This is an optimization exercise on Yosys and OpenROAD, whose aim is small area, a short achievable clock period and few clock cycles per item, not a production implementation.
RTL that was checked went through simulation tests only; none was proved equivalent to the original.
For runs 1 to 3, only the layout was checked, not whether the RTL still works.
No activity file was given, so power comes from the tool's default toggle rates.

===== design/flow/run.sh =====
#!/bin/bash
# synth_recipe.tcl (not shown) runs the flow's synth.tcl, then flattens the netlist and writes it again
# the make line also repeats each setting of config.mk as NAME=value (left out here)
make -C /OpenROAD-flow-scripts/flow DESIGN_CONFIG=/design/flow/config.mk WORK_HOME=/design/flow/orfs CLKGATE_MAP_FILE= SYNTH_SCRIPT=/design/flow/synth_recipe.tcl finish

===== design/flow/config.mk =====
export PLATFORM = sky130hd
export DESIGN_NAME = dsha256_ce
export DESIGN_NICKNAME = dsha256_ce
export VERILOG_FILES = /design/flow/design.v
export SDC_FILE = /design/flow/constraint.sdc
export NUM_CORES = 4
export LEC_CHECK = 0
export CAP_MARGIN = 20
export CORE_MARGIN = 2
export CORE_UTILIZATION = 40
export SETUP_SLACK_MARGIN = 5
export SLEW_MARGIN = 20

===== design/flow/constraint.sdc =====
create_clock -name core_clock -period 10.0 [get_ports {clk}]
set_input_delay 2.0000 -clock core_clock [delete_from_list [all_inputs] [get_ports {clk}]]
set_output_delay 2.0000 -clock core_clock [all_outputs]
set_load 0.01 [all_outputs]

===== design/flow/design.v =====
module dsha256_ce (
    input  wire        clk,
    input  wire        rst_n,       
    input  wire        cmd_valid,
    output wire        cmd_ready,
    input  wire [15:0] cmd,
    output wire        rsp_valid,
    input  wire        rsp_ready,
    output wire        rsp_err,
    output wire [31:0] rsp_data
);
    localparam [1:0] PH_IDLE = 2'd0, PH_ABSORB = 2'd1, PH_DONE = 2'd2, PH_FAULT = 2'd3;
    localparam [2:0] SQ_IDLE = 3'd0,   
                     SQ_BLK  = 3'd1,   
                     SQ_F1   = 3'd2,   
                     SQ_F2   = 3'd3,   
                     SQ_P1   = 3'd4,   
                     SQ_P2   = 3'd5,   
                     SQ_TAG  = 3'd6;   
    function [31:0] rotr;
        input [31:0] x;
        input integer n;
        rotr = (x >> n) | (x << (32 - n));
    endfunction
    function [63:0] csa;    
        input [31:0] x, y, z;
        csa = {((x & y) | (x & z) | (y & z)) << 1, x ^ y ^ z};
    endfunction
    function [31:0] addbk;
        input [31:0] x, y;
        reg   [31:0] g, p, G, P;
        integer q, d;
        begin
            g = x & y; p = x ^ y; G = g; P = p;
            for (d = 1; d < 32; d = d * 2)
                for (q = 2 * d - 1; q < 32; q = q + 2 * d) begin
                    G[q] = G[q] | (P[q] & G[q - d]); P[q] = P[q] & P[q - d];
                end
            for (d = 8; d >= 1; d = d / 2)
                for (q = 3 * d - 1; q < 32; q = q + 2 * d) begin
                    G[q] = G[q] | (P[q] & G[q - d]); P[q] = P[q] & P[q - d];
                end
            addbk = p ^ {G[30:0], 1'b0};
        end
    endfunction
    function [10:0] inc11;
        input [10:0] x;
        reg c;
        integer q;
        begin
            c = 1'b1;
            for (q = 0; q < 11; q = q + 1) begin
                inc11[q] = x[q] ^ c;
                c = c & x[q];
            end
        end
    endfunction
    function [31:0] ivw;    
        input [2:0] i;
        case (i)
            3'd0: ivw = 32'h6a09e667; 3'd1: ivw = 32'hbb67ae85;
            3'd2: ivw = 32'h3c6ef372; 3'd3: ivw = 32'ha54ff53a;
            3'd4: ivw = 32'h510e527f; 3'd5: ivw = 32'h9b05688c;
            3'd6: ivw = 32'h1f83d9ab; default: ivw = 32'h5be0cd19;
        endcase
    endfunction
    reg [1:0]   phase;
    reg [2:0]   cause;
    reg [15:0]  fcmd;
    reg [60:0]  len;            
    reg [4:1]   lc;             
    reg [31:0]  W [0:15];
    reg [31:0]  va, vb, vc, vd, ve, vf, vg, vh;
    reg [31:0]  h0, h1, h2, h3, h4, h5, h6, h7;
    reg [31:0]  kw;             
    reg         rsp_v, rsp_e, rsp_tag, rsp_stat;
    reg [2:0]   seq;
    reg         extra;          
    reg         kq;             
    reg [5:0]   j;
    reg         strm;           
    reg         p2m;            
    reg         rq;             
    reg         rl;             
    reg         ch_act;         
    reg [1:0]   ch_cnt;
    reg         ch_ivh, ch_ivv; 
    wire [5:0]  cnt = len[5:0];
    wire [1:0]  bj  = cnt[1:0];    
    wire busy   = (seq != SQ_IDLE) && (seq != SQ_TAG);
    wire can    = !busy && (!rsp_v || rsp_ready);
    assign cmd_ready = rst_n & can;
    assign rsp_valid = rst_n & rsp_v;
    assign rsp_err   = rsp_e;
    assign rsp_data  = rsp_tag  ? {h0[7:0], h0[15:8], h0[23:16], h0[31:24]} :
                       rsp_stat ? {fcmd, 8'h00, 1'b0, cause, 2'b00, phase} : 32'd0;
    wire acc = cmd_valid & can;
    wire [3:0] op    = cmd[15:12];
    wire       illop = (op >= 4'h6) && (op <= 4'hE);
    wire       illfld = !illop && ((cmd[11:8] != 4'd0) || ((op != 4'h2) && (cmd[7:0] != 8'd0)));
    wire       o_init = op == 4'h1, o_push = op == 4'h2, o_fin = op == 4'h3,
               o_rdtag = op == 4'h4, o_rdstat = op == 4'h5, o_rst = op == 4'hF;
    wire       seqerr = (o_init && phase == PH_FAULT) ||
                        ((o_push || o_fin) && phase != PH_ABSORB) ||
                        (o_rdtag && phase != PH_DONE);
    wire       lfull  = (&len) && (lc == 4'd0);
    wire       lenovf = o_push && lfull;
    wire       rej    = illop || illfld || seqerr || lenovf;
    wire [2:0] cause_n = illop ? 3'd1 : illfld ? 3'd2 : seqerr ? 3'd3 : 3'd4;
    wire rsv0    = cmd[11:8] == 4'd0;
    wire imm0    = cmd[7:0] == 8'd0;
    wire x_init  = acc && o_init && rsv0 && imm0 && phase != PH_FAULT;
    wire x_push  = acc && o_push && rsv0 && phase == PH_ABSORB && !lfull;
    wire x_fin   = acc && o_fin && rsv0 && imm0 && phase == PH_ABSORB;
    wire x_rst   = acc && o_rst && rsv0 && imm0;
    wire [31:0] S0  = rotr(va, 2) ^ rotr(va, 13) ^ rotr(va, 22);
    wire [31:0] S1  = rotr(ve, 6) ^ rotr(ve, 11) ^ rotr(ve, 25);
    wire [31:0] chf = vg ^ (ve & (vf ^ vg));
    wire [31:0] maj = (va & vb) | (vc & (va | vb));
    wire [63:0] ac1 = csa(kw, chf, maj);
    wire [63:0] ac2 = csa(ac1[31:0], ac1[63:32], S1);
    wire [63:0] ac  = csa(ac2[31:0], ac2[63:32], S0);
    wire [63:0] ec1 = csa(kw, chf, vd);
    wire [63:0] ec  = csa(ec1[31:0], ec1[63:32], S1);
    wire [31:0] a_n = ac[31:0] + ac[63:32];
    wire [31:0] e_n = addbk(ec[31:0], ec[63:32]);
    wire [31:0] s0w = rotr(W[1], 7) ^ rotr(W[1], 18) ^ (W[1] >> 3);
    wire [31:0] s1w = rotr(W[14], 17) ^ rotr(W[14], 19) ^ (W[14] >> 10);
    wire [63:0] wc1 = csa(W[9], W[0], s0w);
    wire [63:0] wc  = csa(wc1[31:0], wc1[63:32], s1w);
    wire [31:0] w_n = wc[31:0] + wc[63:32];
    wire        tagc  = (seq == SQ_TAG);
    wire [31:0] sum_a = addbk(tagc ? 32'h6a09e667 : h3, tagc ? va : vd);
    wire [31:0] sum_e = addbk(h7, vh);
    wire [31:0] iv_a  = ivw({1'b0, ~ch_cnt});       
    wire [31:0] iv_e  = ivw({1'b1, ~ch_cnt});       
    wire        ch_last = ch_act && (ch_cnt == 2'd3);
    wire        p2_go   = ch_last && (seq == SQ_P1);
    wire        kgo   = kq && (!ch_act || ch_last);
    wire        sgo   = kgo && strm;                  
    wire [6:0]  m     = p2m ? {1'b0, j} + 7'd8 : {1'b0, j} + 7'd1;    
    reg  [31:0] nword;
    always @(*) begin
        if (m[6])
            nword = 32'd0;
        else if (m[5:4] != 2'd0)
            nword = w_n;
        else if (p2m)
            nword = (m[3:0] == 4'd8)  ? 32'h80000000 :
                    (m[3:0] == 4'd15) ? 32'h00000100 : 32'd0;
        else if (!extra && m[3:0] == 4'd14)
            nword = len[60:29];
        else if (!extra && m[3:0] == 4'd15)
            nword = {len[28:0], 3'b000};
        else
            nword = 32'd0;
    end
    reg  [31:0] k;
    always @(*) begin
        case (j)
            6'd0:  k = 32'h428a2f98; 6'd1:  k = 32'h71374491; 6'd2:  k = 32'hb5c0fbcf; 6'd3:  k = 32'he9b5dba5;
            6'd4:  k = 32'h3956c25b; 6'd5:  k = 32'h59f111f1; 6'd6:  k = 32'h923f82a4; 6'd7:  k = 32'hab1c5ed5;
            6'd8:  k = 32'hd807aa98; 6'd9:  k = 32'h12835b01; 6'd10: k = 32'h243185be; 6'd11: k = 32'h550c7dc3;
            6'd12: k = 32'h72be5d74; 6'd13: k = 32'h80deb1fe; 6'd14: k = 32'h9bdc06a7; 6'd15: k = 32'hc19bf174;
            6'd16: k = 32'he49b69c1; 6'd17: k = 32'hefbe4786; 6'd18: k = 32'h0fc19dc6; 6'd19: k = 32'h240ca1cc;
            6'd20: k = 32'h2de92c6f; 6'd21: k = 32'h4a7484aa; 6'd22: k = 32'h5cb0a9dc; 6'd23: k = 32'h76f988da;
            6'd24: k = 32'h983e5152; 6'd25: k = 32'ha831c66d; 6'd26: k = 32'hb00327c8; 6'd27: k = 32'hbf597fc7;
            6'd28: k = 32'hc6e00bf3; 6'd29: k = 32'hd5a79147; 6'd30: k = 32'h06ca6351; 6'd31: k = 32'h14292967;
            6'd32: k = 32'h27b70a85; 6'd33: k = 32'h2e1b2138; 6'd34: k = 32'h4d2c6dfc; 6'd35: k = 32'h53380d13;
            6'd36: k = 32'h650a7354; 6'd37: k = 32'h766a0abb; 6'd38: k = 32'h81c2c92e; 6'd39: k = 32'h92722c85;
            6'd40: k = 32'ha2bfe8a1; 6'd41: k = 32'ha81a664b; 6'd42: k = 32'hc24b8b70; 6'd43: k = 32'hc76c51a3;
            6'd44: k = 32'hd192e819; 6'd45: k = 32'hd6990624; 6'd46: k = 32'hf40e3585; 6'd47: k = 32'h106aa070;
            6'd48: k = 32'h19a4c116; 6'd49: k = 32'h1e376c08; 6'd50: k = 32'h2748774c; 6'd51: k = 32'h34b0bcb5;
            6'd52: k = 32'h391c0cb3; 6'd53: k = 32'h4ed8aa4a; 6'd54: k = 32'h5b9cca4f; 6'd55: k = 32'h682e6ff3;
            6'd56: k = 32'h748f82ee; 6'd57: k = 32'h78a5636f; 6'd58: k = 32'h84c87814; 6'd59: k = 32'h8cc70208;
            6'd60: k = 32'h90befffa; 6'd61: k = 32'ha4506ceb; 6'd62: k = 32'hbef9a3f7; default: k = 32'hc67178f2;
        endcase
    end
    wire [31:0] ktap = p2m ? W[8] : W[15];
    wire [31:0] hnxt = (rq || ch_act) ? vg : vh;          
    reg [31:0] w15_n;
    always @(*) begin
        if (p2_go)
            w15_n = h6;                            
        else if (sgo)
            w15_n = nword;
        else if (x_push)
            w15_n = {W[15][23:0], cmd[7:0]};
        else
            case (bj)                              
                2'd0: w15_n = 32'h80000000;
                2'd1: w15_n = {W[15][7:0], 24'h800000};
                2'd2: w15_n = {W[15][15:0], 16'h8000};
                default: w15_n = {W[15][23:0], 8'h80};
            endcase
    end
    wire w15_en = p2_go || sgo || x_push || x_fin;
    integer i;
    always @(posedge clk) begin
        if (kgo) begin
            for (i = 0; i < 15; i = i + 1) W[i] <= W[i + 1];
        end
        if (w15_en) W[15] <= w15_n;
        if (p2_go) begin
            W[8]  <= sum_a; W[9]  <= h0; W[10] <= h1; W[11] <= h2;
            W[12] <= sum_e; W[13] <= h4; W[14] <= h5;
        end
        if (kgo) kw <= k + ktap + hnxt;
        if (rq) begin
            va <= a_n; vb <= va; vc <= vb; vd <= vc;
            ve <= e_n; vf <= ve; vg <= vf; vh <= vg;
        end else if (ch_act) begin
            va <= ch_ivv ? iv_a : sum_a; vb <= va; vc <= vb; vd <= vc;
            ve <= ch_ivv ? iv_e : sum_e; vf <= ve; vg <= vf; vh <= vg;
        end
        if (ch_act) begin
            h0 <= ch_ivh ? iv_a : sum_a; h1 <= h0; h2 <= h1; h3 <= h2;
            h4 <= ch_ivh ? iv_e : sum_e; h5 <= h4; h6 <= h5; h7 <= h6;
        end
        if (tagc)
            h0 <= sum_a;
        if (!rst_n) begin
            phase  <= PH_IDLE;
            cause  <= 3'd0;
            fcmd   <= 16'd0;
            rsp_v  <= 1'b0;
            seq    <= SQ_IDLE;
            kq     <= 1'b0;
            rq     <= 1'b0;
            ch_act <= 1'b0;
        end else begin
            if (rsp_v && rsp_ready) rsp_v <= 1'b0;
            if (acc) begin
                rsp_v    <= 1'b1;
                rsp_e    <= rej;
                rsp_tag  <= !rej && o_rdtag;
                rsp_stat <= !rej && o_rdstat;
                if (rej) begin
                    if (phase != PH_FAULT) begin
                        phase <= PH_FAULT;
                        cause <= cause_n;
                        fcmd  <= cmd;
                    end
                end
            end
            if (x_rst) begin
                phase <= PH_IDLE;
                cause <= 3'd0;
                fcmd  <= 16'd0;
            end
            if (x_push) begin
                len[5:0] <= len[5:0] + 6'd1;
                if (&len[5:0]) begin
                    len[16:6] <= inc11(len[16:6]);
                    lc[1] <= &len[16:6];
                end
            end
            if (lc[1]) begin
                len[27:17] <= inc11(len[27:17]);
                lc[1] <= 1'b0;
                lc[2] <= &len[27:17];
            end
            if (lc[2]) begin
                len[38:28] <= inc11(len[38:28]);
                lc[2] <= 1'b0;
                lc[3] <= &len[38:28];
            end
            if (lc[3]) begin
                len[49:39] <= inc11(len[49:39]);
                lc[3] <= 1'b0;
                lc[4] <= &len[49:39];
            end
            if (lc[4]) begin
                len[60:50] <= inc11(len[60:50]);
                lc[4] <= 1'b0;
            end
            if (x_init) begin
                phase <= PH_ABSORB;
                len   <= 61'd0;
                lc    <= 4'd0;
            end
            if (ch_act) begin
                ch_cnt <= ch_cnt + 2'd1;
                if (ch_last) ch_act <= 1'b0;
            end
            if (kgo) begin
                rq <= 1'b1;
                rl <= (j == 6'd63);
                if (strm && j != 6'd63) begin
                    j <= j + 6'd1;
                end else begin
                    kq   <= 1'b0;
                    strm <= 1'b0;
                end
            end
            if (rq) begin
                rq <= kgo;
                if (rl) begin
                    ch_act <= 1'b1;
                    ch_cnt <= 2'd0;
                    ch_ivh <= 1'b0;
                    ch_ivv <= 1'b0;
                    case (seq)
                        SQ_BLK: seq <= SQ_IDLE;
                        SQ_F1: begin
                            if (extra) begin
                                seq   <= SQ_F2;
                                extra <= 1'b0;
                                kq    <= 1'b1;       
                                j     <= 6'd0;
                                strm  <= 1'b1;
                                p2m   <= 1'b0;
                            end else begin
                                seq    <= SQ_P1;
                                ch_ivv <= 1'b1;
                            end
                        end
                        SQ_F2: begin
                            seq    <= SQ_P1;
                            ch_ivv <= 1'b1;
                        end
                        default: begin    
                            seq    <= SQ_TAG;
                            ch_act <= 1'b0;
                        end
                    endcase
                end
            end
            if (p2_go) begin
                seq  <= SQ_P2;
                kq   <= 1'b1;
                j    <= 6'd0;
                strm <= 1'b1;
                p2m  <= 1'b1;
            end
            if (tagc) seq <= SQ_IDLE;
            if (x_push && bj == 2'd3) begin
                kq   <= 1'b1;
                j    <= {2'b00, cnt[5:2]};
                strm <= (cnt == 6'd63);
                p2m  <= 1'b0;
                if (cnt == 6'd63) seq <= SQ_BLK;
            end
            if (x_fin) begin
                phase <= PH_DONE;
                seq   <= SQ_F1;
                extra <= cnt >= 6'd56;
                kq    <= 1'b1;
                j     <= {2'b00, cnt[5:2]};
                strm  <= 1'b1;
                p2m   <= 1'b0;
            end
            if (x_init) begin
                kq     <= 1'b0;
                rq     <= 1'b0;
                ch_act <= 1'b1;
                ch_cnt <= 2'd0;
                ch_ivh <= 1'b1;
                ch_ivv <= 1'b1;
            end
        end
    end
endmodule

==> results of run 1 <==
-- Yosys cell counts, drive strengths merged (49+ instances only) --
master,number
nand2b,49
a21o,75
clkbuf,234
edfxtp,1138
a21oi,277
xnor2,297
mux2i,94
nor3,66
and2,83
nor2,257
xor2,102
o21ai,287
fa,294
inv,261
mux2,78
ha,267
nand2,928
-- sequential cells by signal (all words and copies together), names as in the netlist, 16 cells and up --
register and count:
h3 32, vg 32, vd 32, kw 32, h2 32, vc 32, h4 32, h0 32
len 61, fcmd 16, h5 32, vb 32, va 32, ve 32, h6 32, W 512
h1 32, h7 32, vh 32, vf 32
-- timing repair --
item,in CTS,in global routing
endpoints found under the setup margin,96,62
buffers inserted,89,72
gates cloned,8,0
resized for setup,174,94
pin swaps,60,54
-- metrics by stage --
stage	worst slack, ns	std cells	utilization (%)	hold slack, ns	total power, mW
5_1_grt	4.731	7712	46.27	0.4190	11.32
4_1_cts	4.937	7638	45.67	0.4063	11.05
6_report	4.896	7718	46.28	0.4099	11.03
3_5_place_dp	3.738	7301	41.84	0.4045	5.963
2_1_floorplan	1.692	5359	-	0.4003	5.772
3_3_place_gp	3.760	7300	41.84	0.4004	5.968
-- per-layer routing --
layer,track usage [%],wire length (um)
met3,6.592,23090
met5,0,26
met4,9.780,8996
met1,39.49,96730
met2,39.71,97060
-- cells by family (layout without fill, tap and decap cells) --
kind of cell	Yosys count	count (layout)	synth area share, %
buf+inv	517	782	3.082
other cells	0	7	0
xor+xnor	399	399	5.441
simple gates	1569	1570	10.57
fa+ha+maj	591	591	14.83
compound gates	941	941	9.020
flops	1166	1166	54.08
mux	176	176	2.973
-- power groups by stage --
| stage | registers, mW | logic, mW | clock network [mW] |
|---|---|---|---|
| after floorplan | 5.43 | 0.345 | 0 |
| after global placement | 5.43 | 0.538 | 0 |
| after detailed placement | 5.43 | 0.533 | 0 |
| after CTS | 5.33 | 0.608 | 5.12 |
| after global routing | 5.33 | 0.692 | 5.30 |
| final | 5.33 | 0.648 | 5.06 |
-- layout make-up --
| class | instances | area (um^2) | area share (%) |
|---|---|---|---|
| Tap cell | 2086 | 2610 | 3.524 |
| Multi-Input combinational cell | 3677 | 28570 | 38.58 |
| Timing Repair Buffer | 279 | 2597 | 3.507 |
| Inverter | 262 | 1011 | 1.365 |
| Timing Repair inverter | 1 | 5.005 | 0.006758 |
| Antenna cell | 7 | 17.52 | 0.02365 |
| Sequential cell | 1166 | 34750 | 46.92 |
| Clock inverter | 85 | 1040 | 1.404 |
| Clock buffer | 155 | 3453 | 4.663 |
-- placed cells by master (no fill, tap or decap), types with 29 or more instances in the layout --
| cell | n |
|---|---|
| and2_1 | 82 |
| nor2_1 | 247 |
| nor3_1 | 62 |
| fa_1 | 286 |
| clkbuf_16 | 135 |
| edfxtp_1 | 1138 |
| nand3_1 | 37 |
| xor2_1 | 98 |
| nand2_1 | 921 |
| a31oi_1 | 30 |
| nor2b_1 | 29 |
| a21oi_1 | 256 |
| mux2i_1 | 93 |
| ha_1 | 242 |
| mux2_2 | 76 |
| o21ai_0 | 258 |
| inv_1 | 249 |
| xnor2_1 | 290 |
| a21o_1 | 75 |
| buf_4 | 195 |
| nand2b_1 | 45 |
| nand4_1 | 33 |
| clkdlybuf4s50_1 | 52 |
| o21a_1 | 32 |
-- final timing paths --
path / from / endpoint / slack [ns] / cells after the start
max: j[1] / kw[28] / 4.90 / 20
max reg2reg: j[1] / kw[28] / 4.90 / 20
min reg2reg: W[2][12] / W[1][12] / 0.41 / 0
min: W[2][12] / W[1][12] / 0.41 / 0
==> results_dict.tcl, run 1 <==
set metrics [dict create \
    grt_pass1_wl_um 315200 \
    setup_viol 0 \
    powerDensity_nw_per_um2 149.0 \
    globalplace.congestion 0.9486 \
    path_clk_slew_ns 0.06 \
    synth-seq-cells 1166 \
    clock.fmax_mhz 195.9 \
    synthFlopType "edfxtp_1" \
    grt-ovfl-total 0 \
    numCtsBuffers 133 \
    avgSynthCellArea_um2 11.98 \
    cap_violations 0 \
    cp-start-kind "register" \
    final.setup.tns_ns 0 \
    hold_violations 0 \
    crit_path_end_kind "register" \
    syn_area_um2 64220 \
    yosys_warnings 2 \
    synth_top_area_share_pct 53.21 \
    area_delta_synth_final_pct 15.31 \
    drcViolationCount 0 \
    crit_arrival_ns 5.61 \
    period_minus_slack_ns 5.104 \
    dp_hpwl_um 167300 \
    path_buf_inv 3 \
    async_reset_ff_share_pct 0 \
    combinationalPowerShare_pct 5.9 \
    syn_inst 5359 \
    cts-root-buf "clkbuf_16" \
    max_slew_margin_pct 8.662 \
    p_switching_mw 2.552 \
    grt_max_degree 196 \
    fillers 14499 \
    antenna_found_initial 12 \
    yosys.area.top_type "edfxtp_1" \
    critPathKind "reg -> reg" \
    ant_nets 0 \
    port_buffers 54 \
    htreeDepth 4 \
    drive_gt1_share_pct 12.37 \
    synth_cell_types 81 \
    yosys-top-cells-area "edfxtp_1, fa_1, nand2_1" \
    worst_path_max_delay_cell "fa_1" \
    worstHoldPathType "reg -> reg" \
    skew_ns 0.06240 \
    p_leak_nw 27.50 \
    outcome "timing/DRC/antenna clean" \
    final_area_um2 74060 \
    tightest_slew_ns 1.370 \
    layout.nets 6101 \
    swShare_pct 23.13 \
    grt_pass1_vias 42180 \
    peakVddDrop_mv 0.1727 \
    seqPwrFrac_pct 48.3 \
    min_period_over_period_pct 51.04 \
    gr-usage-all-layers_pct 27.27 \
    wl_per_cell_um 29.27 \
    initial_utilization_pct 40.14 \
    fp-row-count 147 \
    die_area_um2 163800 \
    crit_path_max_fanout 6 \
    core-area_um2 160000 \
    clock_sinks 1166 \
    cts_tree "done" \
    crit_top_cell "ha_4" \
    cts.path.max_buffers 3 \
    synth-edff-count 1138 \
    routed_wl_um 225900 \
    die_w_um 404.7 \
    critPathMaxStageDelay_ns 0.67 \
    via_count 44391 \
    clkPwrFrac_pct 45.9 \
    postCtsHoldBufs 0 \
    firstDrtPassIters 6 \
    synth_seq_area_share_pct 54.08 \
    drtIter0Drc 6226 \
    syn-num-nets 5940 \
    critical_path.top_delay_family "compound AO/OA/AOI/OAI gates" \
    cp.required_ns 10.51 \
    internal_power_mw 8.482 \
    vias_per_cell 5.752 \
    placed_area_um2 66960 \
    cp_cell_sequence "buf_12 -> clkinvlp_4 -> buf_6 -> ha_4 -> nor2_1 -> nand2_1 -> o21ai_0 -> o311ai_1 -> o21ai_1 -> fa_1 -> ha_4 -> and3_1 -> a221o_1 -> a21oi_2 -> o41ai_4 -> a31o_2 -> a311o_1 -> a21o_1 -> a21oi_1 -> xnor2_1" \
    die_h_um 404.7 \
    ios 55 \
    rsz0062_at_grt "true" \
    slew_violations 0 \
    clock_latency_ns 0.81 \
]
==> inputs of run 2 (changes only) <==
--- a/design/flow/config.mk
+++ b/design/flow/config.mk
@@ -9,3 +9,3 @@
 export CORE_MARGIN = 2
-export CORE_UTILIZATION = 40
+export CORE_UTILIZATION = 55
 export SETUP_SLACK_MARGIN = 5
==> results_dict.tcl, run 2 <==
set metrics [dict create \
    outcome "timing/DRC/antenna clean" \
    grt_pass1_wl_um 312400 \
    fillers 9196 \
    rr_worst_depth 22 \
    rsz0062_at_grt "true" \
    cts_tree "done" \
    ant_nets 0 \
    top_regs "W: 512 flops, len: 61 flops" \
    max_slew_margin_pct 26.12 \
    final_cell_mix "edfxtp_1, nand2_1, xnor2_1, fa_1, o21ai_0" \
    cp-start-kind "register" \
    routed_wl_um 223200 \
    gr-usage-all-layers_pct 37.12 \
    hp-start "W[2][15]" \
    slew_violations 0 \
    crit_path_end_kind "register" \
    synth-seq-cells 1166 \
    area_delta_synth_final_pct 13.26 \
    drive_gt1_share_pct 11.62 \
    top_register "W" \
    skew_ns 0.04469 \
    cap_violations 0 \
    total_power_mw 10.86 \
    grt-ovfl-total 0 \
    postCtsHoldBufs 0 \
    port_buffers 54 \
    drtIter0Drc 6482 \
    final_area_um2 72740 \
    setup_viol 0 \
    synthFlopType "edfxtp_1" \
    wl_per_cell_um 31.37 \
    htreeDepth 4 \
    vias_per_cell 6.255 \
    die_area_um2 119500 \
    r2r_start "j[0]" \
    placedCellCount 6742 \
    clock_latency_ns 0.77 \
    cts-root-buf "clkbuf_16" \
    yosys_warnings 2 \
    core-area_um2 116000 \
    numCtsBuffers 130 \
    clock_sinks 1166 \
    path_clk_slew_ns 0.06 \
    synth_common_cells "edfxtp_1, nand2_1, xnor2_1" \
    yosys.area.top_type "edfxtp_1" \
    hold_end "W[1][15]" \
    tightest_slew_ns 1.108 \
    initial_utilization_pct 55.34 \
    cp.required_ns 10.49 \
    syn_inst 5359 \
    hold_depth 0 \
    regArea_um2 34750 \
    grt_max_degree 197 \
    grt_pass1_vias 42246 \
    synth_cell_types 81 \
    startpoint "j[0]" \
    via_count 44502 \
    drcViolationCount 0 \
    hold-worst-slack_ns 0.4108 \
    multi_input_area_um2 28470 \
    crit_arrival_ns 5.62 \
    min_period_over_period_pct 51.39 \
    fp-row-count 125 \
    crit_path_max_fanout 8 \
    peakVddDrop_mv 0.1706 \
    synth_top_area_share_pct 53.21 \
    ios 55 \
    worstHoldPathType "reg -> reg" \
    dp_hpwl_um 165400 \
    hold_violations 0 \
    firstDrtPassIters 8 \
    avgSynthCellArea_um2 11.98 \
    syn_area_um2 64220 \
    powerDensity_nw_per_um2 149.4 \
    yosysMostFrequentCell "edfxtp_1" \
    die_w_um 345.7 \
    p_leak_nw 27.21 \
    synth-edff-count 1138 \
    critPathKind "reg -> reg" \
    yosys-top-cells-area "edfxtp_1, fa_1, nand2_1" \
    layout.nets 6065 \
    layoutNonFillerInstCount 7115 \
    die_h_um 345.7 \
    clock.fmax_mhz 194.6 \
    syn-num-nets 5940 \
    r2r_setup_slack_ns 4.86 \
    cts.path.max_buffers 3 \
    globalplace.congestion 0.9723 \
    period_minus_slack_ns 5.139 \
    async_reset_ff_share_pct 0 \
    placed_area_um2 66230 \
    synth_seq_area_share_pct 54.08 \
    r2r_end "kw[29]" \
    final.setup.tns_ns 0 \
    antenna_found_initial 11 \
    mostFrequentLayoutCell "edfxtp_1" \
    largest_reg_flops 512 \
]
run 2: cell counts after synthesis:
No cell type changed its count.
run 2: worst max path at each step:
stage	to	slack (ns)
final	kw[29]	4.86
after detailed placement	kw[29]	3.83
after global placement	kw[29]	3.81
after CTS	ve[31]	4.84
after floorplan	W[15][0]	1.69
after global routing	kw[29]	4.68
run 2: area by class of cell:
cell class              instances  area share (%)
diodes                          4         0.01376
inverters                     262           1.393
flip-flops and latches       1166           47.77
well taps                    1524           2.622
multi-input cells            3677           39.14
clock inverters                85           1.290
repair buffers                247           3.170
clock buffers                 150           4.605
run 2: kinds of logic (layout without fill, tap and decap cells):
logic type                 count (synthesis)  after routing  share of synthesized area [%]
AOI/OAI and AO/OA                        941            941                          9.020
other                                      0              4                              0
muxes                                    176            176                          2.973
and+or+nand+nor                         1569           1570                          10.57
DFF                                     1166           1166                          54.08
buffers and inverters                    517            744                          3.082
xor gates and xnor gates                 399            399                          5.441
adders and majority gates                591            591                          14.83
run 2: critical path: stages (launching register included):
cell and delay, ns:
edfxtp_1 0.40, buf_12 0.13, clkinvlp_4 0.17, ha_4 0.38, buf_2 0.26, buf_4 0.16, nor2_1 0.09, a21oi_1 0.21
a21oi_1 0.10, o22ai_1 0.24, a21oi_1 0.15, fa_1 0.51, inv_1 0.08, ha_1 0.36, and3_1 0.20, nor2b_1 0.26
o2111ai_4 0.21, a21oi_4 0.24, o32ai_2 0.12, o21a_1 0.23, nor2b_2 0.13, a31oi_1 0.11, xnor2_1 0.14
run 2: layer usage:
layer  part of all wire [%]  track usage [%]
met1                     40            53.32
met2                     43            53.92
met3                     12            9.418
met4                    5.0            15.62
met5                      0                0
run 2: power by group:
| part | switching, mW | internal, mW | total, mW |
|---|---|---|---|
| Combinational | 0.382 | 0.251 | 0.633 |
| Sequential | 0.0119 | 5.32 | 5.33 |
| Clock | 2.11 | 2.80 | 4.90 |
run 2: per-stage QoR:
stage | setup slack, ns | utilization (%)
floorplan | 1.692 | -
finish | 4.861 | 62.68
CTS | 4.838 | 61.93
detailed placement | 3.832 | 57.07
global route | 4.676 | 62.67
global placement | 3.812 | 57.07
run 2: repair_timing:
action,CTS,global route
buffers inserted,74,52
resized for setup,146,102
setup endpoints to repair,73,112
pin swaps,46,72
cloned,7,0
==> inputs of run 3 (changes only) <==
--- a/design/flow/design.v
+++ b/design/flow/design.v
@@ -86,2 +86,4 @@
     reg [1:0]   ch_cnt;
+    reg         ch_req;         
+    reg [1:0]   ph;             
     reg         ch_ivh, ch_ivv; 
@@ -90,3 +92,4 @@
     wire busy   = (seq != SQ_IDLE) && (seq != SQ_TAG);
-    wire can    = !busy && (!rsp_v || rsp_ready);
+    wire kstall;                    
+    wire can    = !busy && !kstall && (!rsp_v || rsp_ready);
     assign cmd_ready = rst_n & can;
@@ -94,3 +97,3 @@
     assign rsp_err   = rsp_e;
-    assign rsp_data  = rsp_tag  ? {h0[7:0], h0[15:8], h0[23:16], h0[31:24]} :
+    assign rsp_data  = rsp_tag  ? {W[15][7:0], W[15][15:8], W[15][23:16], W[15][31:24]} :
                        rsp_stat ? {fcmd, 8'h00, 1'b0, cause, 2'b00, phase} : 32'd0;
@@ -136,5 +139,8 @@
     wire [31:0] iv_e  = ivw({1'b1, ~ch_cnt});       
+    wire [31:0] ih_a  = ivw({1'b0, ~ph});           
+    wire [31:0] ih_e  = ivw({1'b1, ~ph});
     wire        ch_last = ch_act && (ch_cnt == 2'd3);
     wire        p2_go   = ch_last && (seq == SQ_P1);
-    wire        kgo   = kq && (!ch_act || ch_last);
+    wire        kgo   = kq && !ch_req && (!ch_act || ch_last);
+    assign      kstall = kq && !kgo;
     wire        sgo   = kgo && strm;                  
@@ -182,3 +188,5 @@
     always @(*) begin
-        if (p2_go)
+        if (tagc)
+            w15_n = sum_a;                         
+        else if (p2_go)
             w15_n = h6;                            
@@ -196,3 +204,3 @@
     end
-    wire w15_en = p2_go || sgo || x_push || x_fin;
+    wire w15_en = tagc || p2_go || sgo || x_push || x_fin;
     integer i;
@@ -215,8 +223,4 @@
         end
-        if (ch_act) begin
-            h0 <= ch_ivh ? iv_a : sum_a; h1 <= h0; h2 <= h1; h3 <= h2;
-            h4 <= ch_ivh ? iv_e : sum_e; h5 <= h4; h6 <= h5; h7 <= h6;
-        end
-        if (tagc)
-            h0 <= sum_a;
+        h0 <= !ch_act ? h3 : ch_ivh ? ih_a : sum_a; h1 <= h0; h2 <= h1; h3 <= h2;
+        h4 <= !ch_act ? h7 : ch_ivh ? ih_e : sum_e; h5 <= h4; h6 <= h5; h7 <= h6;
         if (!rst_n) begin
@@ -227,2 +231,4 @@
             seq    <= SQ_IDLE;
+            ph     <= 2'd0;
+            ch_req <= 1'b0;
             kq     <= 1'b0;
@@ -281,2 +287,3 @@
             end
+            ph <= ph + 2'd1;
             if (ch_act) begin
@@ -285,2 +292,7 @@
             end
+            if (ch_req && ph == 2'd3) begin
+                ch_req <= 1'b0;
+                ch_act <= 1'b1;
+                ch_cnt <= 2'd0;
+            end
             if (kgo) begin
@@ -298,4 +310,3 @@
                 if (rl) begin
-                    ch_act <= 1'b1;
-                    ch_cnt <= 2'd0;
+                    ch_req <= 1'b1;
                     ch_ivh <= 1'b0;
@@ -323,3 +334,3 @@
                             seq    <= SQ_TAG;
-                            ch_act <= 1'b0;
+                            ch_req <= 1'b0;
                         end
@@ -355,2 +366,3 @@
                 rq     <= 1'b0;
+                ch_req <= 1'b0;
                 ch_act <= 1'b1;
--- a/design/flow/config.mk
+++ b/design/flow/config.mk
@@ -9,3 +9,3 @@
 export CORE_MARGIN = 2
-export CORE_UTILIZATION = 55
+export CORE_UTILIZATION = 40
 export SETUP_SLACK_MARGIN = 5
==> results_dict.tcl, run 3 <==
set metrics [dict create \
    layoutNonFillerInstCount 7813 \
    slew_violations 0 \
    cts-root-buf "clkbuf_16" \
    htreeDepth 4 \
    cp_cell_sequence "mux2_4 -> fa_1 -> inv_2 -> fa_1 -> inv_1 -> ha_1 -> a21o_1 -> a21o_1 -> a211oi_2 -> o21ai_2 -> nor2_4 -> o21ai_4 -> o21a_1 -> o41a_1 -> a21oi_2 -> o21bai_1 -> fa_2 -> xnor2_2 -> xnor2_2 -> xnor2_1 -> o21ai_1" \
    gr-usage-all-layers_pct 28.77 \
    worstHoldPathType "reg -> reg" \
    grt_pass1_vias 42257 \
    placed_area_um2 65380 \
    avgSynthCellArea_um2 11.39 \
    crit_path_end_kind "register" \
    final_area_um2 72550 \
    firstDrtPassIters 6 \
    initial_utilization_pct 40.17 \
    dp_hpwl_um 171400 \
    largest_reg_flops 512 \
    synth_top_area_share_pct 42.31 \
    synth_seq_area_share_pct 51.48 \
    yosys.area.top_type "edfxtp_1" \
    crit_path_max_fanout 3 \
    synth-seq-cells 1169 \
    outcome "timing/DRC/antenna clean" \
    globalplace.congestion 0.9659 \
    top_regs "W: 512 flops, len: 61 flops" \
    yosysMostFrequentCell "nand2_1" \
    yosys_warnings 2 \
    rsz0062_at_grt "true" \
    async_reset_ff_share_pct 0 \
    max_slew_margin_pct 18.51 \
    core-area_um2 155800 \
    vias_per_cell 5.791 \
    grt-ovfl-total 0 \
    top_register "W" \
    cts.path.max_buffers 3 \
    worst_slack_ns 4.618 \
    syn_inst 5496 \
    postCtsHoldBufs 0 \
    placedCellCount 7415 \
    drive_gt1_share_pct 13.25 \
    area_delta_synth_final_pct 15.89 \
    port_buffers 54 \
    cp.required_ns 10.52 \
    critPathKind "reg -> reg" \
    period_minus_slack_ns 5.382 \
    antenna_found_initial 12 \
    final.setup.tns_ns 0 \
    routed_wl_um 234200 \
    critPathMaxStageDelay_ns 0.55 \
    clock_sinks 1169 \
    clock.fmax_mhz 185.8 \
    synth_cell_types 95 \
    die_area_um2 159700 \
    via_count 45247 \
    hold_violations 0 \
    ant_nets 0 \
    clock_latency_ns 0.80 \
    yosys-top-cells-area "edfxtp_1, fa_1, dfxtp_1" \
    cts_tree "done" \
    p_leak_nw 27.78 \
    syn-num-nets 6086 \
    worst_path_max_delay_cell "fa_1" \
    peakVddDrop_mv 0.1880 \
    grt_max_degree 184 \
    layout.nets 6234 \
    synthFlopType "edfxtp_1" \
    fp-row-count 145 \
    synth-edff-count 882 \
    die_h_um 399.6 \
    crit_arrival_ns 5.90 \
    wl_per_cell_um 29.98 \
    drtIter0Drc 6397 \
    numCtsBuffers 131 \
    grt_pass1_wl_um 322800 \
    total_power_mw 11.23 \
    cp-start-kind "register" \
    powerDensity_nw_per_um2 154.8 \
    final_cell_mix "nand2_1, edfxtp_1, xnor2_1, fa_1, dfxtp_1" \
    cap_violations 0 \
    synth_common_cells "nand2_1, edfxtp_1, xnor2_1" \
    min_period_over_period_pct 53.82 \
    mostFrequentLayoutCell "nand2_1" \
    tightest_slew_ns 1.222 \
    skew_ns 0.03538 \
    die_w_um 399.6 \
    path_clk_slew_ns 0.07 \
    drcViolationCount 0 \
    syn_area_um2 62600 \
    setup_viol 0 \
    pre_cts_ws_ns 3.048 \
    ios 55 \
]
-- run 3: cell types whose count changed after synthesis, sizes merged, moves of 11 or more --
cell and change:
dfxtp +259, edfxtp -256, o211ai +49, nor2 +46, buf +34, clkbuf -29, inv +28, o221ai +23
nand3 +22, mux2i -13, xor2 -12, o22ai +11
-- run 3: cell type report --
cell class | instances | area (um^2)
Fill cell | 14095 | 83290
Sequential cell | 1169 | 32240
Antenna cell | 4 | 10.01
Tap cell | 2058 | 2575
Inverter | 292 | 1147
Timing Repair Buffer | 271 | 2608
Clock inverter | 59 | 709.4
Timing Repair inverter | 1 | 5.005
Clock buffer | 181 | 3694
Multi-Input combinational cell | 3778 | 29560
-- run 3: metrics by stage --
step	util, %	hold slack (ns)
global route	46.55	0.3498
CTS	45.67	0.3388
global placement	41.94	0.3315
finish	46.55	0.3377
floorplan	-	0.3259
detailed placement	41.95	0.3346
-- run 3: final timing paths --
| check | startpoint | cells after the start | end | slack, ns |
|---|---|---|---|---|
| setup / recovery | ve[2] | 21 | ve[31] | 4.62 |
| hold / removal | h6[10] | 0 | h7[10] | 0.34 |
| setup reg to reg | ve[2] | 21 | ve[31] | 4.62 |
| hold reg to reg | h6[10] | 0 | h7[10] | 0.34 |
-- run 3: timing repair --
action | CTS | global route
buffers inserted | 68 | 71
pin swaps | 51 | 88
endpoints found under the setup margin | 337 | 197
gates resized for setup | 188 | 172
gates cloned | 6 | 9
endpoints found under the hold margin | 0 | 0
-- run 3: cell families after synthesis --
logic type                 Yosys count  synth area share, %
xor gates and xnor gates           393                5.498
and+or+nand+nor                   1601                11.01
buffers and inverters              552                3.386
adders and majority gates          600                15.40
AOI/OAI and AO/OA                 1016                10.30
DFF                               1169                51.48
muxes                              165                2.932
-- run 3: worst max-delay path, delay by kind of cell, from the launching register on --
family,cells,cell delay [ns]
buffers and inverters,2,0.09
multiplexers,1,0.35
XOR/XNOR,3,0.49
AND/OR/NAND/NOR,1,0.18
AO/OA/AOI/OAI,10,1.84
flip-flops,1,0.47
adder cells (fa/ha/maj),4,1.68
-- run 3: per-layer routing --
layer	wire length [um]	vias to the layer above	track usage, %
met5	83	-	0
met4	10850	12	11.41
met3	22940	443	5.628
met2	104800	2521	44.04
met1	95560	22723	40.13
li1	-	19548	-
-- run 3: where the power goes --
group | switching (mW) | internal (mW)
registers | 0.0547 | 5.24
logic | 0.598 | 0.354
clock network | 2.13 | 2.86
==> inputs of run 4 (changes only) <==
--- a/design/flow/design.v
+++ b/design/flow/design.v
@@ -17,4 +17,3 @@
                      SQ_P1   = 3'd4,   
-                     SQ_P2   = 3'd5,   
-                     SQ_TAG  = 3'd6;   
+                     SQ_P2   = 3'd5;   
     function [31:0] rotr;
@@ -45,2 +44,17 @@
     endfunction
+    function [31:0] addsk;
+        input [31:0] x, y;
+        reg   [31:0] g, p, G, P;
+        integer q, d;
+        begin
+            g = x & y; p = x ^ y; G = g; P = p;
+            for (d = 1; d < 32; d = d * 2)
+                for (q = 0; q < 32; q = q + 1)
+                    if ((q / d) % 2 == 1) begin
+                        G[q] = G[q] | (P[q] & G[(q / d) * d - 1]);
+                        P[q] = P[q] & P[(q / d) * d - 1];
+                    end
+            addsk = p ^ {G[30:0], 1'b0};
+        end
+    endfunction
     function [10:0] inc11;
@@ -91,3 +105,3 @@
     wire [1:0]  bj  = cnt[1:0];    
-    wire busy   = (seq != SQ_IDLE) && (seq != SQ_TAG);
+    wire busy   = (seq != SQ_IDLE) && !(seq == SQ_P2 && rq && rl);
     wire kstall;                    
@@ -97,3 +111,3 @@
     assign rsp_err   = rsp_e;
-    assign rsp_data  = rsp_tag  ? {W[15][7:0], W[15][15:8], W[15][23:16], W[15][31:24]} :
+    assign rsp_data  = rsp_tag  ? {va[7:0], va[15:8], va[23:16], va[31:24]} :
                        rsp_stat ? {fcmd, 8'h00, 1'b0, cause, 2'b00, phase} : 32'd0;
@@ -128,3 +142,3 @@
     wire [31:0] a_n = ac[31:0] + ac[63:32];
-    wire [31:0] e_n = addbk(ec[31:0], ec[63:32]);
+    wire [31:0] e_n = addsk(ec[31:0], ec[63:32]);
     wire [31:0] s0w = rotr(W[1], 7) ^ rotr(W[1], 18) ^ (W[1] >> 3);
@@ -134,4 +148,3 @@
     wire [31:0] w_n = wc[31:0] + wc[63:32];
-    wire        tagc  = (seq == SQ_TAG);
-    wire [31:0] sum_a = addbk(tagc ? 32'h6a09e667 : h3, tagc ? va : vd);
+    wire [31:0] sum_a = addbk(h3, vd);
     wire [31:0] sum_e = addbk(h7, vh);
@@ -163,30 +176,37 @@
     end
-    reg  [31:0] k;
+    wire        j_f2  = rq && rl && seq == SQ_F1 && extra;
+    wire [5:0]  j_n   = (x_fin || (x_push && bj == 2'd3)) ? {2'b00, cnt[5:2]} :
+                        (p2_go || j_f2) ? 6'd0 :
+                        (kgo && strm && j != 6'd63) ? j + 6'd1 : j;
+    wire        p2m_n = (x_fin || (x_push && bj == 2'd3) || j_f2) ? 1'b0 :
+                        p2_go ? 1'b1 : p2m;
+    reg  [31:0] kn;       
     always @(*) begin
-        case (j)
-            6'd0:  k = 32'h428a2f98; 6'd1:  k = 32'h71374491; 6'd2:  k = 32'hb5c0fbcf; 6'd3:  k = 32'he9b5dba5;
-            6'd4:  k = 32'h3956c25b; 6'd5:  k = 32'h59f111f1; 6'd6:  k = 32'h923f82a4; 6'd7:  k = 32'hab1c5ed5;
-            6'd8:  k = 32'hd807aa98; 6'd9:  k = 32'h12835b01; 6'd10: k = 32'h243185be; 6'd11: k = 32'h550c7dc3;
-            6'd12: k = 32'h72be5d74; 6'd13: k = 32'h80deb1fe; 6'd14: k = 32'h9bdc06a7; 6'd15: k = 32'hc19bf174;
-            6'd16: k = 32'he49b69c1; 6'd17: k = 32'hefbe4786; 6'd18: k = 32'h0fc19dc6; 6'd19: k = 32'h240ca1cc;
-            6'd20: k = 32'h2de92c6f; 6'd21: k = 32'h4a7484aa; 6'd22: k = 32'h5cb0a9dc; 6'd23: k = 32'h76f988da;
-            6'd24: k = 32'h983e5152; 6'd25: k = 32'ha831c66d; 6'd26: k = 32'hb00327c8; 6'd27: k = 32'hbf597fc7;
-            6'd28: k = 32'hc6e00bf3; 6'd29: k = 32'hd5a79147; 6'd30: k = 32'h06ca6351; 6'd31: k = 32'h14292967;
-            6'd32: k = 32'h27b70a85; 6'd33: k = 32'h2e1b2138; 6'd34: k = 32'h4d2c6dfc; 6'd35: k = 32'h53380d13;
-            6'd36: k = 32'h650a7354; 6'd37: k = 32'h766a0abb; 6'd38: k = 32'h81c2c92e; 6'd39: k = 32'h92722c85;
-            6'd40: k = 32'ha2bfe8a1; 6'd41: k = 32'ha81a664b; 6'd42: k = 32'hc24b8b70; 6'd43: k = 32'hc76c51a3;
-            6'd44: k = 32'hd192e819; 6'd45: k = 32'hd6990624; 6'd46: k = 32'hf40e3585; 6'd47: k = 32'h106aa070;
-            6'd48: k = 32'h19a4c116; 6'd49: k = 32'h1e376c08; 6'd50: k = 32'h2748774c; 6'd51: k = 32'h34b0bcb5;
-            6'd52: k = 32'h391c0cb3; 6'd53: k = 32'h4ed8aa4a; 6'd54: k = 32'h5b9cca4f; 6'd55: k = 32'h682e6ff3;
-            6'd56: k = 32'h748f82ee; 6'd57: k = 32'h78a5636f; 6'd58: k = 32'h84c87814; 6'd59: k = 32'h8cc70208;
-            6'd60: k = 32'h90befffa; 6'd61: k = 32'ha4506ceb; 6'd62: k = 32'hbef9a3f7; default: k = 32'hc67178f2;
+        case (j_n)
+            6'd0:  kn = 32'h428a2f98; 6'd1:  kn = 32'h71374491; 6'd2:  kn = 32'hb5c0fbcf; 6'd3:  kn = 32'he9b5dba5;
+            6'd4:  kn = 32'h3956c25b; 6'd5:  kn = 32'h59f111f1; 6'd6:  kn = 32'h923f82a4; 6'd7:  kn = 32'hab1c5ed5;
+            6'd8:  kn = 32'hd807aa98; 6'd9:  kn = 32'h12835b01; 6'd10: kn = 32'h243185be; 6'd11: kn = 32'h550c7dc3;
+            6'd12: kn = 32'h72be5d74; 6'd13: kn = 32'h80deb1fe; 6'd14: kn = 32'h9bdc06a7; 6'd15: kn = 32'hc19bf174;
+            6'd16: kn = 32'he49b69c1; 6'd17: kn = 32'hefbe4786; 6'd18: kn = 32'h0fc19dc6; 6'd19: kn = 32'h240ca1cc;
+            6'd20: kn = 32'h2de92c6f; 6'd21: kn = 32'h4a7484aa; 6'd22: kn = 32'h5cb0a9dc; 6'd23: kn = 32'h76f988da;
+            6'd24: kn = 32'h983e5152; 6'd25: kn = 32'ha831c66d; 6'd26: kn = 32'hb00327c8; 6'd27: kn = 32'hbf597fc7;
+            6'd28: kn = 32'hc6e00bf3; 6'd29: kn = 32'hd5a79147; 6'd30: kn = 32'h06ca6351; 6'd31: kn = 32'h14292967;
+            6'd32: kn = 32'h27b70a85; 6'd33: kn = 32'h2e1b2138; 6'd34: kn = 32'h4d2c6dfc; 6'd35: kn = 32'h53380d13;
+            6'd36: kn = 32'h650a7354; 6'd37: kn = 32'h766a0abb; 6'd38: kn = 32'h81c2c92e; 6'd39: kn = 32'h92722c85;
+            6'd40: kn = 32'ha2bfe8a1; 6'd41: kn = 32'ha81a664b; 6'd42: kn = 32'hc24b8b70; 6'd43: kn = 32'hc76c51a3;
+            6'd44: kn = 32'hd192e819; 6'd45: kn = 32'hd6990624; 6'd46: kn = 32'hf40e3585; 6'd47: kn = 32'h106aa070;
+            6'd48: kn = 32'h19a4c116; 6'd49: kn = 32'h1e376c08; 6'd50: kn = 32'h2748774c; 6'd51: kn = 32'h34b0bcb5;
+            6'd52: kn = 32'h391c0cb3; 6'd53: kn = 32'h4ed8aa4a; 6'd54: kn = 32'h5b9cca4f; 6'd55: kn = 32'h682e6ff3;
+            6'd56: kn = 32'h748f82ee; 6'd57: kn = 32'h78a5636f; 6'd58: kn = 32'h84c87814; 6'd59: kn = 32'h8cc70208;
+            6'd60: kn = 32'h90befffa; 6'd61: kn = 32'ha4506ceb; 6'd62: kn = 32'hbef9a3f7;
+            default: kn = p2m_n ? 32'h307b5f59 : 32'hc67178f2;
         endcase
     end
+    reg  [31:0] k;
     wire [31:0] ktap = p2m ? W[8] : W[15];
     wire [31:0] hnxt = (rq || ch_act) ? vg : vh;          
+    wire [63:0] kwc  = csa(k, ktap, hnxt);
     reg [31:0] w15_n;
     always @(*) begin
-        if (tagc)
-            w15_n = sum_a;                         
-        else if (p2_go)
+        if (p2_go)
             w15_n = h6;                            
@@ -204,3 +224,3 @@
     end
-    wire w15_en = tagc || p2_go || sgo || x_push || x_fin;
+    wire w15_en = p2_go || sgo || x_push || x_fin;
     integer i;
@@ -215,3 +235,6 @@
         end
-        if (kgo) kw <= k + ktap + hnxt;
+        kw <= addsk(kwc[31:0], kwc[63:32]);      
+        k  <= kn;
+        j  <= j_n;
+        p2m <= p2m_n;
         if (rq) begin
@@ -301,3 +324,2 @@
                 if (strm && j != 6'd63) begin
-                    j <= j + 6'd1;
                 end else begin
@@ -310,3 +332,5 @@
                 if (rl) begin
-                    ch_req <= 1'b1;
+                    ch_req <= ph != 2'd3;
+                    ch_act <= ph == 2'd3;
+                    ch_cnt <= 2'd0;
                     ch_ivh <= 1'b0;
@@ -320,5 +344,3 @@
                                 kq    <= 1'b1;       
-                                j     <= 6'd0;
                                 strm  <= 1'b1;
-                                p2m   <= 1'b0;
                             end else begin
@@ -333,4 +355,5 @@
                         default: begin    
-                            seq    <= SQ_TAG;
+                            seq    <= SQ_IDLE;
                             ch_req <= 1'b0;
+                            ch_act <= 1'b0;
                         end
@@ -342,12 +365,7 @@
                 kq   <= 1'b1;
-                j    <= 6'd0;
                 strm <= 1'b1;
-                p2m  <= 1'b1;
             end
-            if (tagc) seq <= SQ_IDLE;
             if (x_push && bj == 2'd3) begin
                 kq   <= 1'b1;
-                j    <= {2'b00, cnt[5:2]};
                 strm <= (cnt == 6'd63);
-                p2m  <= 1'b0;
                 if (cnt == 6'd63) seq <= SQ_BLK;
@@ -359,5 +377,3 @@
                 kq    <= 1'b1;
-                j     <= {2'b00, cnt[5:2]};
                 strm  <= 1'b1;
-                p2m   <= 1'b0;
             end
==> results_dict.tcl, run 4 <==
set metrics [dict create \
    layoutNonFillerInstCount 8009 \
    worst_slack_ns 4.882 \
    powerDensity_nw_per_um2 217.0 \
    path_buf_inv 2 \
    firstDrtPassIters 7 \
    synthFlopType "edfxtp_1" \
    hp-start "h4[20]" \
    rsz0062_at_grt "true" \
    area_delta_synth_final_pct 16.49 \
    synth_seq_area_share_pct 51.41 \
    synth-seq-cells 1201 \
    worst_path_max_delay_cell "fa_1" \
    layout.nets 6391 \
    die_w_um 401.4 \
    htreeDepth 4 \
    postCtsHoldBufs 0 \
    setup_viol 0 \
    final_cell_mix "nand2_1, edfxtp_1, inv_1, dfxtp_1, fa_1" \
    clock_latency_ns 0.80 \
    yosys_warnings 2 \
    utilization_pct 47.01 \
    routed_wl_um 238800 \
    initial_utilization_pct 40.35 \
    clock.fmax_mhz 195.4 \
    cts.path.max_buffers 3 \
    startpoint "ve[18]" \
    outcome "timing/DRC/antenna clean" \
    die_h_um 401.4 \
    grt_max_degree 168 \
    critical_path.top_delay_family "adder cells" \
    yosys-top-cells-area "edfxtp_1, dfxtp_1, fa_1" \
    tightest_slew_ns 1.136 \
    skew_ns 0.03163 \
    placedCellCount 7602 \
    grt_pass1_vias 44219 \
    cts-root-buf "clkbuf_16" \
    port_buffers 54 \
    worstHoldPathType "reg -> reg" \
    max_slew_margin_pct 23.45 \
    gr-usage-all-layers_pct 29.21 \
    synth-edff-count 843 \
    grt-ovfl-total 0 \
    drtIter0Drc 5409 \
    critPathKind "reg -> reg" \
    vias_per_cell 5.765 \
    die_area_um2 161100 \
    hold_violations 0 \
    cp-start-kind "register" \
    critPathMaxStageDelay_ns 0.52 \
    syn-num-nets 6197 \
    slew_violations 0 \
    grt_pass1_wl_um 335200 \
    async_reset_ff_share_pct 0 \
    ant_nets 0 \
    yosysMostFrequentCell "nand2_1" \
    pre_cts_ws_ns 1.740 \
    synth_top_area_share_pct 40.07 \
    numCtsBuffers 135 \
    period_minus_slack_ns 5.118 \
    min_period_over_period_pct 51.18 \
    syn_area_um2 63180 \
    cap_violations 0 \
    top_register "W" \
    cp.required_ns 10.55 \
    final.setup.tns_ns 0 \
    antenna_found_initial 12 \
    avgSynthCellArea_um2 11.20 \
    hold-worst-slack_ns 0.3301 \
    path_clk_slew_ns 0.06 \
    r2r_start "ve[18]" \
    crit_top_cell "fa_1" \
    ios 55 \
    via_count 46171 \
    cts_tree "done" \
    mostFrequentLayoutCell "nand2_1" \
    crit_arrival_ns 5.67 \
    crit_path_max_fanout 5 \
    largest_reg_flops 512 \
    drive_gt1_share_pct 13.96 \
    peakVddDrop_mv 0.1761 \
    drcViolationCount 0 \
    yosys.area.top_type "edfxtp_1" \
    syn_inst 5642 \
    wl_per_cell_um 29.81 \
    synth_common_cells "nand2_1, edfxtp_1, inv_1" \
    cp_cell_sequence "mux2_4 -> fa_1 -> inv_1 -> fa_1 -> inv_1 -> fa_1 -> ha_4 -> a21oi_2 -> nor2_1 -> o21a_1 -> or3_4 -> a21oi_2 -> o21ai_2 -> a211o_1 -> o31ai_4 -> a2111oi_4 -> or3_1 -> a31o_2" \
    dp_hpwl_um 179700 \
    clock_sinks 1201 \
    core-area_um2 156600 \
    top_regs "W: 512 flops, len: 61 flops" \
    p_leak_nw 28.60 \
    fp-row-count 145 \
    globalplace.congestion 0.9813 \
    synth_cell_types 93 \
    crit_path_end_kind "register" \
]
## run 4: worst reg2reg max path, stage by stage, from the launching register on
cell and delay, ns:
edfxtp_1 0.43, mux2_4 0.36, fa_1 0.49, inv_1 0.05, fa_1 0.50, inv_1 0.07
fa_1 0.52, ha_4 0.23, a21oi_2 0.12, nor2_1 0.04, o21a_1 0.18, or3_4 0.37
a21oi_2 0.15, o21ai_2 0.08, a211o_1 0.32, o31ai_4 0.28, a2111oi_4 0.12, or3_1 0.32
a31o_2 0.24
## run 4: timing repair
item | CTS | global route
gates cloned | 2 | 0
gates resized for setup | 218 | 138
setup buffers | 111 | 42
endpoints found under the setup margin | 108 | 61
pin swaps | 76 | 55
## run 4: logic make-up after synthesis
group,after synthesis,synth area share (%)
AO/OA/AOI/OAI,1042,10.42
XOR/XNOR,396,5.490
adder cells (fa/ha/maj),565,14.47
buffers and inverters,625,3.816
flip-flops,1201,51.41
multiplexers,167,2.830
AND/OR/NAND/NOR,1646,11.57
## run 4: path summary, 6_finish.rpt
path / end / slack (ns) / cells after the start
max: va[30] / 4.88 / 18
min: h5[20] / 0.33 / 0
max reg2reg: va[30] / 4.88 / 18
min reg2reg: h5[20] / 0.33 / 0
## run 4: layer usage
layer | vias up | wire length [um] | global-route usage [%]
li1 | 20216 | - | -
met1 | 23180 | 100400 | 40.59
met2 | 2270 | 103000 | 43.14
met3 | 501 | 20890 | 5.919
met4 | 4 | 14400 | 15.06
met5 | - | 22 | 0
## run 4: final cells by class
class,count,area (um^2)
diodes,5,12.51
clock buffers,182,3741
clock inverters,65,858.3
fillers,14258,82970
inverters,382,1460
multi-input cells,3817,29810
flip-flops and latches,1201,32490
well taps,2058,2575
repair buffers,298,2646
repair inverters,1,8.758
## run 4: metrics by stage
step,power [mW],area (um^2)
finish,15.97,73600
global route,16.70,73590
CTS,15.76,72660
detailed placement,10.16,66300
global placement,10.14,66280
floorplan,8.839,63330
## run 4: report_power, final
part	leakage [nW]	switching (mW)	internal (mW)
combinational	15.8	2.91	2.17
clock	2.24	2.21	2.97
sequential	10.5	0.287	5.44
Testbench counts of run 4, summed over its fixed seeds: cycles 49,432, messages 193.
==> inputs of run 5 (changes only) <==
--- a/design/flow/config.mk
+++ b/design/flow/config.mk
@@ -9,3 +9,6 @@
 export CORE_MARGIN = 2
-export CORE_UTILIZATION = 40
+export CORE_UTILIZATION = 55
+export CTS_BUF_LIST = sky130_fd_sc_hd__clkbuf_8
+export CTS_CLUSTER_DIAMETER = 80
+export CTS_CLUSTER_SIZE = 15
 export SETUP_SLACK_MARGIN = 5
==> results_dict.tcl, run 5 <==
set metrics [dict create \
    outcome "timing/DRC/antenna clean" \
    layout.nets 6382 \
    crit_path_end_kind "register" \
    cap_violations 0 \
    period_minus_slack_ns 5.149 \
    via_count 46393 \
    r2r_end "va[30]" \
    area_delta_synth_final_pct 11.33 \
    hold_violations 0 \
    gr-usage-all-layers_pct 39.30 \
    syn_area_um2 63180 \
    powerDensity_nw_per_um2 191.4 \
    clock.fmax_mhz 194.2 \
    path_clk_slew_ns 0.11 \
    total_power_mw 13.46 \
    synth_mux_area_share_pct 2.830 \
    dp_hpwl_um 176600 \
    grt_max_degree 209 \
    slew_violations 0 \
    largest_reg_flops 512 \
    hold_depth 0 \
    cp-start-kind "register" \
    min_period_over_period_pct 51.49 \
    r2r_setup_slack_ns 4.85 \
    drtIter0Drc 6662 \
    clock_sinks 1201 \
    yosys.area.top_type "edfxtp_1" \
    htreeDepth 3 \
    synth_seq_area_share_pct 51.41 \
    rr_worst_depth 17 \
    yosys-top-cells-area "edfxtp_1, dfxtp_1, fa_1" \
    p_leak_nw 27.62 \
    fp-row-count 124 \
    vias_per_cell 6.257 \
    die_h_um 342.9 \
    synth_top_area_share_pct 40.07 \
    synth-simple-area-share_pct 11.57 \
    crit_path_max_fanout 2 \
    synth_cell_types 93 \
    hold_end "h2[4]" \
    utilization_pct 61.60 \
    synth_top_family_by_area "adder cells" \
    max_slew_margin_pct 24.12 \
    postCtsHoldBufs 0 \
    setup_viol 0 \
    synth_xor_area_share_pct 5.490 \
    grt_pass1_vias 43658 \
    synthAdderAreaFrac_pct 14.47 \
    ant_nets 0 \
    peakVddDrop_mv 0.4275 \
    drcViolationCount 0 \
    die_area_um2 117600 \
    die_w_um 342.9 \
    drive_gt1_share_pct 13.12 \
    synth-edff-count 843 \
    cp.required_ns 10.57 \
    avgSynthCellArea_um2 11.20 \
    syn_inst 5642 \
    worstHoldPathType "reg -> reg" \
    rsz0062_at_grt "true" \
    async_reset_ff_share_pct 0 \
    grt-ovfl-total 0 \
    wl_per_cell_um 31.39 \
    synth-compound-area-share_pct 10.42 \
    cts-root-buf "clkbuf_8" \
    critPathKind "reg -> reg" \
    synthFlopType "edfxtp_1" \
    synth-seq-cells 1201 \
    syn-num-nets 6197 \
    ios 55 \
    globalplace.congestion 1.010 \
    tightest_slew_ns 1.131 \
    initial_utilization_pct 55.33 \
    clock_latency_ns 0.83 \
    yosysMostFrequentCell "nand2_1" \
    fillers 9165 \
    r2r_start "vc[7]" \
    skew_ns 0.06185 \
    antenna_found_initial 7 \
    top_regs "W: 512 flops, len: 61 flops" \
    final.setup.tns_ns 0 \
    grt_pass1_wl_um 324800 \
    synth_common_cells "nand2_1, edfxtp_1, inv_1" \
    final_cell_mix "nand2_1, edfxtp_1, inv_1, dfxtp_1, fa_1" \
    numCtsBuffers 94 \
    cts_tree "done" \
    cts.path.max_buffers 3 \
    firstDrtPassIters 6 \
    mostFrequentLayoutCell "nand2_1" \
    hp-start "h1[4]" \
    crit_arrival_ns 5.72 \
    port_buffers 54 \
    top_register "W" \
    yosys_warnings 2 \
    core-area_um2 114200 \
    routed_wl_um 232700 \
]
## run 5: metrics by stage
stage,hold WS (ns),setup slack [ns],std cells,instance area [um^2]
3_3_place_gp,0.3327,2.227,7051,65550
4_1_cts,0.3084,4.812,7355,69470
3_5_place_dp,0.3349,2.318,7053,65560
6_report,0.3233,4.851,7414,70340
2_1_floorplan,0.3306,3.234,5642,63330
5_1_grt,0.3296,4.741,7412,70340
## run 5: routing by layer
layer	GRT usage, %	part of all wire (%)	vias up
met4	15.38	4.7	0
met2	55.94	42	2726
met3	9.691	12	415
met5	0	0	-
li1	-	-	20110
met1	57.87	42	23142
## run 5: final cells by class
type                    instances  area [um^2]  share of cell area (%)
multi-input cells            3816        29790                   42.35
repair inverters                1        6.256                0.008894
repair buffers                331         2962                   4.210
well taps                    1512         1892                   2.689
inverters                     382         1488                   2.115
clock inverters                71        374.1                  0.5318
flip-flops and latches       1201        32490                   46.19
diodes                          3        7.507                 0.01067
clock buffers                  97         1335                   1.898
## run 5: where the power goes
group          switching (mW)  leakage [nW]  internal [mW]
Clock                    1.72          1.06          0.928
Sequential              0.267          10.5           5.43
Combinational            2.91          16.0           2.20
## run 5: worst max path at each step
stage,startpoint,cells after the start,end,slack (ns)
CTS,vc[18],18,va[30],4.81
detailed placement,cmd[11],14,k[25],2.32
global placement,cmd[11],14,k[3],2.23
finish,vc[7],17,va[30],4.85
floorplan,rq,15,kw[30],3.23
global route,vc[7],17,va[30],4.74
## run 5: worst max-delay path, stage by stage, from the launching register on
cell and delay, ns:
edfxtp_1 0.44, maj3_2 0.34, fa_1 0.51, inv_1 0.05, fa_1 0.52, inv_2 0.05, fa_2 0.45, ha_4 0.19
or3_4 0.39, a211oi_4 0.33, o311ai_4 0.17, nand2_2 0.11, o21ai_2 0.07, a211o_1 0.31, o31ai_4 0.27, a2111oi_4 0.13
or3_1 0.32, a31o_2 0.24
## run 5: what timing repair did
item                       CTS  global route
gates cloned                 3             2
setup buffers              131            54
resized for setup          273           125
pin swaps                   93            93
setup endpoints to repair  150            63
## run 5: cell families (layout without fill, tap and decap cells)
family,count (synthesis),after routing
AND/OR/NAND/NOR,1646,1646
flip-flops,1201,1201
AO/OA/AOI/OAI,1042,1042
buffers and inverters,625,882
adder cells (fa/ha/maj),565,565
XOR/XNOR,396,396
multiplexers,167,167
other,0,3

## afterwards: timing with drivers on the ports
No port has a modelled driver above. Below, the same layouts with a new extraction and two added sets of constraints. Step 1 sets driving cells, clkbuf_16 on the clock port and buf_2 on the other inputs (assumed; they add their load-dependent delay and slew). Step 2 also shifts input and output timing later by t, the mid clock arrival at the registers, as if the neighbouring blocks saw the same clock. a / b / c = no drivers / after step 1 / after step 2; a / b = the first two.
run | t (ns) | setup slack, ns | worst hold slack (ns)
run 1 | 0.855 | 4.896 / 4.896 / 4.314 | 0.410 / 0.410 / 0.410
run 2 | 0.828 | 4.861 / 4.861 / 4.376 | 0.411 / 0.411 / 0.411
run 3 | 0.863 | 4.618 / 4.618 / 4.288 | 0.338 / 0.338 / 0.338
run 4 | 0.870 | 4.882 / 4.882 / 4.140 | 0.330 / 0.330 / 0.330
run 5 | 0.871 | 4.851 / 4.851 / 4.013 | 0.323 / 0.323 / 0.323
After both steps every run listed still meets setup and hold. For run 5, which loses most, drivers alone change the setup slack by 0.000 ns; drivers and shift together by -0.838 ns.
